From an optimization exercise on the open Yosys and OpenROAD flow, aimed at small area, a short achievable clock period and few clock cycles per item; shortcuts taken in it are not production practice.
In this exercise RTL edits were held to simulation tests only and were not proved equivalent to the original.

the baseline:
==> flow/design.v <==
module lzw_dec (
    input  wire        clk,
    input  wire        rst,             
    input  wire        in_valid,
    output wire        in_ready,
    input  wire [15:0] in_code,
    input  wire        in_last,         
    output wire        out_valid,
    input  wire        out_ready,
    output wire [7:0]  out_data,
    output wire        out_last,        
    output wire        out_err          
);
    localparam integer AW = 6;           
    localparam integer RN = 1 << AW;     
    localparam integer DW = AW + 3;      
    reg [8:0] dpre [0:255];
    reg [7:0] dbyt [0:255];
    reg [10:0]   ib0, ib1;
    reg [1:0]    icnt;
    reg          inr;        
    reg          wbusy;      
    reg          chk;        
    reg          hi;         
    reg          lastf;      
    reg          first;      
    reg          drain;      
    reg [8:0]    ptr;        
    reg [8:0]    cur;        
    reg [8:0]    prev;       
    reg [8:0]    pprev;      
    reg [7:0]    pfirst;     
    reg [9:0]    nxt;        
    reg          justmade;   
    reg          wdict;      
    reg [7:0]    wadr;       
    reg [8:0]    wpre;
    reg [7:0]    wbyt;
    reg [AW-1:0] wpos;       
    reg [AW:0]   wcntr;      
    reg [AW:0]   rcntr;      
    reg [8:0]    cnt;        
    reg          ovr;        
    reg          rnd;        
    reg          rfresh;     
    reg [8:0]    rem;        
    reg [8:0]    q;          
    reg          bv;         
    reg [AW-1:0] bpos;
    reg [8:0]    bsrc;       
    reg          wv;         
    reg [AW-1:0] wa;
    reg [7:0]    wd;
    reg [7:0]    rbuf [0:RN-1];
    reg          pv1, pv2;
    reg [DW-1:0] pd1, pd2;
    reg [2:0]    fpc;        
    reg [2:0]    ftc;        
    reg [DW-1:0] fq [0:3];
    reg [2:0]    fw, fr;     
    reg          hvld;       
    reg [DW-1:0] hd;
    reg          ov, ol, oe;
    reg [7:0]    od;
    reg          rcur;       
    reg [AW-1:0] rp;         
    reg [AW-1:0] rstop;      
    reg          rlast;      
    reg [AW-1:0] prev_s;     
    wire [8:0] dp = dpre[ptr[7:0]];
    wire err_c  = chk & (hi | (first ? cur[8] : (!nxt[9] & (cur > nxt[8:0]))));
    wire cs_c   = chk & !hi & !first & !nxt[9] & (cur == nxt[8:0]);
    wire nw_c   = chk & !hi & !first & justmade & cur[8] & (cur[7:0] == wadr);
    wire spec_c = cs_c | nw_c;
    wire rootstep = !ptr[8] & !(chk & hi);
    wire [AW:0] used = wcntr - rcntr;    
    wire [2:0]  fcnt = fpc - ftc;        
    wire fifo_ok = !fcnt[2];
    wire ovr_now = !ovr & used[AW] & (cnt == RN);
    wire ovr_any = ovr | ovr_now;
    wire [AW-1:0] lim = rcur ? rstop : prev_s - 1'b1;
    wire room    = (wpos != lim) | (used == 0) | ovr_any;
    wire p1_go   = wbusy & !rnd & room & (!rootstep | fifo_ok);
    wire p1_err  = wbusy & !rnd & err_c & fifo_ok;
    wire p1_wr   = p1_go & !err_c;
    wire p1_root = wbusy & !rnd & rootstep & room & fifo_ok;
    wire mk_ent  = p1_root & !first & !nxt[9];
    wire wrstep = (q <= RN);
    wire q1     = (q == 9'd1);
    wire rfinal = (rem <= RN);
    wire go_r   = wbusy & rnd & !wdict &
                  (!wrstep | ((!rfresh | (used == 0)) & (!q1 | fifo_ok)));
    wire r_wr   = go_r & wrstep;
    wire done_code = (p1_root & !ovr_any) | (go_r & q1 & rfinal);
    wire        hv    = (icnt != 2'd0);
    wire [10:0] head  = ib0;
    wire        ld    = hv & !drain & (!wbusy | done_code);
    wire        ipop  = ld | (hv & drain);
    wire        ipush = in_valid & inr;
    assign in_ready = inr;
    wire [8:0] ssrc  = spec_c ? {1'b0, pfirst} : ptr;
    wire       pt_cur  = (p1_wr & rootstep & ovr_any) | (go_r & q1 & !rfinal);
    wire       pt_spec = p1_wr & spec_c;
    wire       pt_dp   = (p1_wr & !rootstep) | go_r;
    wire       ptr_en  = ld | pt_cur | pt_spec | pt_dp;
    wire [8:0] ptr_side = ld ? head[8:0] : (pt_cur ? cur : (cs_c ? prev : pprev));
    wire       use_dp  = !ld & !pt_cur & !pt_spec;
    wire [8:0] ptr_nx  = use_dp ? dp : ptr_side;
    wire       wr_any = p1_wr | r_wr;
    wire       wr_en  = p1_go | r_wr;
    wire       wr_inc = (p1_wr & !ovr_any) | r_wr;
    wire       push   = p1_err | p1_root | (go_r & q1);
    wire [DW-1:0] pdesc = p1_err  ? {1'b0, 1'b1, 1'b1, wpos + 1'b1} :
                          p1_root ? {ovr_any, 1'b0, lastf & !ovr_any, wpos} :
                                    {1'b0, 1'b0, lastf & rfinal, wpos};
    wire [7:0] bbyte = bsrc[8] ? dbyt[bsrc[7:0]] : bsrc[7:0];
    wire [AW-1:0] hs  = hd[AW-1:0];
    wire          hl  = hd[AW];
    wire          he  = hd[AW+1];
    wire          hf  = hd[AW+2];
    wire [AW-1:0] hstop  = hf ? hs - 1'b1 : prev_s - 1'b1;
    wire [AW-1:0] raddr  = rcur ? rp : hs;
    wire          rlastb = rcur ? (rp == rstop) : (hs == hstop);
    wire          adv    = !ov | out_ready;
    wire          pop    = adv & !rcur & hvld;
    wire          rd_dec = adv & (rcur | (hvld & !he));
    wire          refill = !hvld | pop;
    wire          a_ne   = (fw != fr);
    wire          a_pop  = refill & a_ne;
    wire          a_push = pv2 & !(refill & !a_ne);
    assign out_valid = ov;
    assign out_data  = od;
    assign out_last  = ol;
    assign out_err   = oe;
    always @(posedge clk) begin
        if (ipush) begin
            if (icnt == 2'd0 || (icnt == 2'd1 && ipop))
                ib0 <= {in_last, |in_code[15:9], in_code[8:0]};
            else
                ib1 <= {in_last, |in_code[15:9], in_code[8:0]};
        end
        if (ipop && icnt == 2'd2)
            ib0 <= ib1;
        if (mk_ent) begin
            wadr <= nxt[7:0];
            wpre <= prev;
            wbyt <= ptr[7:0];
        end
        if (wdict) begin
            dpre[wadr] <= wpre;
            dbyt[wadr] <= wbyt;
        end
        bpos <= wpos;
        bsrc <= ssrc;
        wa   <= bpos;
        wd   <= bbyte;
        if (wv)
            rbuf[wa] <= wd;
        pd1 <= pdesc;
        pd2 <= pd1;
        if (a_push)
            fq[fw[1:0]] <= pd2;
        if (refill)
            hd <= a_ne ? fq[fr[1:0]] : pd2;
        if (adv)
            od <= rbuf[raddr];
    end
    always @(posedge clk) begin
        if (rst) begin
            icnt     <= 2'd0;
            inr      <= 1'b1;
            wbusy    <= 1'b0;
            drain    <= 1'b0;
            first    <= 1'b1;
            nxt      <= 10'd256;
            justmade <= 1'b0;
            wdict    <= 1'b0;
            wpos     <= {AW{1'b1}};
            wcntr    <= 0;
            rcntr    <= 0;
            ovr      <= 1'b0;
            rnd      <= 1'b0;
            bv       <= 1'b0;
            wv       <= 1'b0;
            pv1      <= 1'b0;
            pv2      <= 1'b0;
            fpc      <= 3'd0;
            ftc      <= 3'd0;
            fw       <= 3'd0;
            fr       <= 3'd0;
            hvld     <= 1'b0;
            ov       <= 1'b0;
            rcur     <= 1'b0;
            prev_s   <= {AW{1'b0}};
        end else begin
            icnt <= icnt + ipush - ipop;
            inr  <= !((icnt == 2'd2 && !ipop) || (icnt == 2'd1 && ipush && !ipop));
            if (drain && hv && head[10])
                drain <= 1'b0;
            if (p1_err) begin
                wbusy <= 1'b0;
                first <= 1'b1;
                nxt   <= 10'd256;
                drain <= !lastf;
            end
            wdict <= mk_ent;
            if (p1_root) justmade <= !first & !nxt[9];
            if (wr_any)
                wpos <= wpos - 1'b1;
            if (p1_wr) begin
                chk <= 1'b0;
                cnt <= cnt + 1'b1;
                if (ovr_now) ovr <= 1'b1;
                if (rootstep) begin
                    if (!first && !nxt[9]) nxt <= nxt + 1'b1;
                    first <= 1'b0;
                    if (lastf) begin
                        first <= 1'b1;
                        nxt   <= 10'd256;
                    end
                    prev   <= cur;
                    pprev  <= prev;
                    pfirst <= ptr[7:0];
                    if (ovr_any) begin
                        ovr    <= 1'b0;
                        rnd    <= 1'b1;
                        rfresh <= 1'b1;
                        rem    <= cnt + 1'b1 - RN;
                        q      <= cnt + 1'b1 - RN;
                    end
                end
            end
            if (go_r) begin
                q   <= q - 1'b1;
                if (wrstep) rfresh <= 1'b0;
                if (q1) begin
                    if (rfinal) begin
                        rnd <= 1'b0;
                    end else begin
                        rem    <= rem - RN;
                        q      <= rem - RN;
                        rfresh <= 1'b1;
                    end
                end
            end
            if (ptr_en) ptr <= ptr_nx;
            if (done_code) wbusy <= 1'b0;
            if (ld) begin
                wbusy <= 1'b1;
                chk   <= 1'b1;
                cur   <= head[8:0];
                hi    <= head[9];
                lastf <= head[10];
                cnt   <= 9'd0;
            end
            if (wr_inc) wcntr <= wcntr + 1'b1;
            if (rd_dec) rcntr <= rcntr + 1'b1;
            bv   <= wr_en;
            wv   <= bv;
            pv1  <= push;
            pv2  <= pv1;
            if (push) fpc <= fpc + 1'b1;
            if (pop)  ftc <= ftc + 1'b1;
            if (a_push) fw <= fw + 1'b1;
            if (a_pop)  fr <= fr + 1'b1;
            if (refill) hvld <= a_ne | pv2;
            if (adv) begin
                ov <= rcur | hvld;
                if (rcur) begin
                    ol <= rlast & rlastb;
                    oe <= 1'b0;
                    if (rlastb) rcur <= 1'b0;
                    rp <= rp + 1'b1;
                end else if (hvld) begin
                    if (he) begin
                        ol <= 1'b1;
                        oe <= 1'b1;
                    end else begin
                        ol     <= hl & rlastb;
                        oe     <= 1'b0;
                        prev_s <= hs;
                        rcur   <= !rlastb;
                        rp     <= hs + 1'b1;
                        rstop  <= hstop;
                        rlast  <= hl;
                    end
                end
            end
        end
    end
endmodule
==> flow/config.mk <==
export PLATFORM = sky130hd
export DESIGN_NAME = lzw_dec
export DESIGN_NICKNAME = lzw_dec
export VERILOG_FILES = /design/flow/design.v
export SDC_FILE = /design/flow/constraint.sdc
export NUM_CORES = 4
export LEC_CHECK = 0
export CAP_MARGIN = 20
export CORE_MARGIN = 2
export CORE_UTILIZATION = 40
export SLEW_MARGIN = 20
==> flow/constraint.sdc <==
create_clock -name core_clock -period 10.0 [get_ports {clk}]
set_input_delay 2.0000 -clock core_clock [delete_from_list [all_inputs] [get_ports {clk}]]
set_output_delay 2.0000 -clock core_clock [all_outputs]
set_load 0.01 [all_outputs]
standard.sh (not shown) runs the stock make flow with config.mk's settings and CLKGATE_MAP_FILE= SYNTH_SCRIPT=/design/flow/synth_recipe.tcl, a recipe that flattens the netlist after the stock synthesis.
==> flow/flow/run.sh <==
#!/bin/bash
set -euo pipefail
bash standard.sh SETUP_SLACK_MARGIN=7 MATCH_CELL_FOOTPRINT=0 finish > standard_flow.log 2>&1
Testbench counts of the baseline, summed over its fixed seeds: cycles 153,905, bytes 151,420.
### the baseline -> the candidate
-- flow/design.v --
<<< the baseline, line 51
    reg          wv;         
    reg [AW-1:0] wa;
    reg [7:0]    wd;
    reg [7:0]    rbuf [0:RN-1];
    reg          pv1, pv2;
>>> the candidate, line 51
    reg          wv;         
    reg [AW-1:0] wa;
    reg [7:0]    wde;        
    reg [7:0]    wdr;        
    reg          wds;        
    reg [7:0]    rbuf [0:RN-1];
    reg          pv1, pv2;
<<< the baseline, line 114
                          p1_root ? {ovr_any, 1'b0, lastf & !ovr_any, wpos} :
                                    {1'b0, 1'b0, lastf & rfinal, wpos};
    wire [7:0] bbyte = bsrc[8] ? dbyt[bsrc[7:0]] : bsrc[7:0];
    wire [AW-1:0] hs  = hd[AW-1:0];
    wire          hl  = hd[AW];
>>> the candidate, line 116
                          p1_root ? {ovr_any, 1'b0, lastf & !ovr_any, wpos} :
                                    {1'b0, 1'b0, lastf & rfinal, wpos};
    wire [AW-1:0] hs  = hd[AW-1:0];
    wire          hl  = hd[AW];
<<< the baseline, line 154
        bsrc <= ssrc;
        wa   <= bpos;
        wd   <= bbyte;
        if (wv)
            rbuf[wa] <= wd;
        pd1 <= pdesc;
        pd2 <= pd1;
>>> the candidate, line 155
        bsrc <= ssrc;
        wa   <= bpos;
        wde  <= dbyt[bsrc[7:0]];
        wdr  <= bsrc[7:0];
        wds  <= bsrc[8];
        if (wv)
            rbuf[wa] <= wds ? wde : wdr;
        pd1 <= pdesc;
        pd2 <= pd1;
==> comparison <==
Per the comparison of the candidate with the baseline, met1 capacity usage during global routing moved down; number of cells on the critical path went down by 10; multiplexer fraction of the synthesized cell area picked up an extra 0.34 points. Looking at routed metal-1 wirelength, the candidate sits about 2.5% lower than the baseline does. Relative to the baseline, global-route wire length before repair has gone down in the candidate. Going from the baseline to the candidate, the share of the cycle needed by the critical path after routing was found to have gone up by 0.82 points. Against the baseline, worst setup slack in the candidate came out worse. The cell area after layout was comparable across the baseline and the candidate. Re routed wire length: the baseline was higher than the candidate. The candidate reports a higher non-clock buffer contribution to total cell area than the baseline does.
Testbench counts of the candidate, summed over its fixed seeds: cycles 153,905, bytes 151,420.

-- re-timing with driven ports --
The flow's constraints put no driver on any port. The routed layouts listed below were extracted and timed again, unchanged, in two steps.
Step 1, drivers: a clkbuf_16 drives clk and a buf_2 each remaining input, both assumed.
Step 2 moves the port delays by t, midway between the first and last clock arrival at a register: inputs arrive t later, outputs are due t later. That takes back most of the time a late clock gives input paths.
Slacks: ideal / step 1 / step 2; pairs: ideal / step 1.
run	t, ns	setup WS [ns]	worst register clock-pin slew, ns
the baseline	1.151	6.334 / 6.319 / 5.992	0.07 / 0.07
the candidate	1.196	6.252 / 6.138 / 5.967	0.07 / 0.07
After both steps setup and hold are still met in every run listed. For the baseline, which loses most, drivers alone change the setup slack by -0.015 ns; drivers and shift together by -0.342 ns.
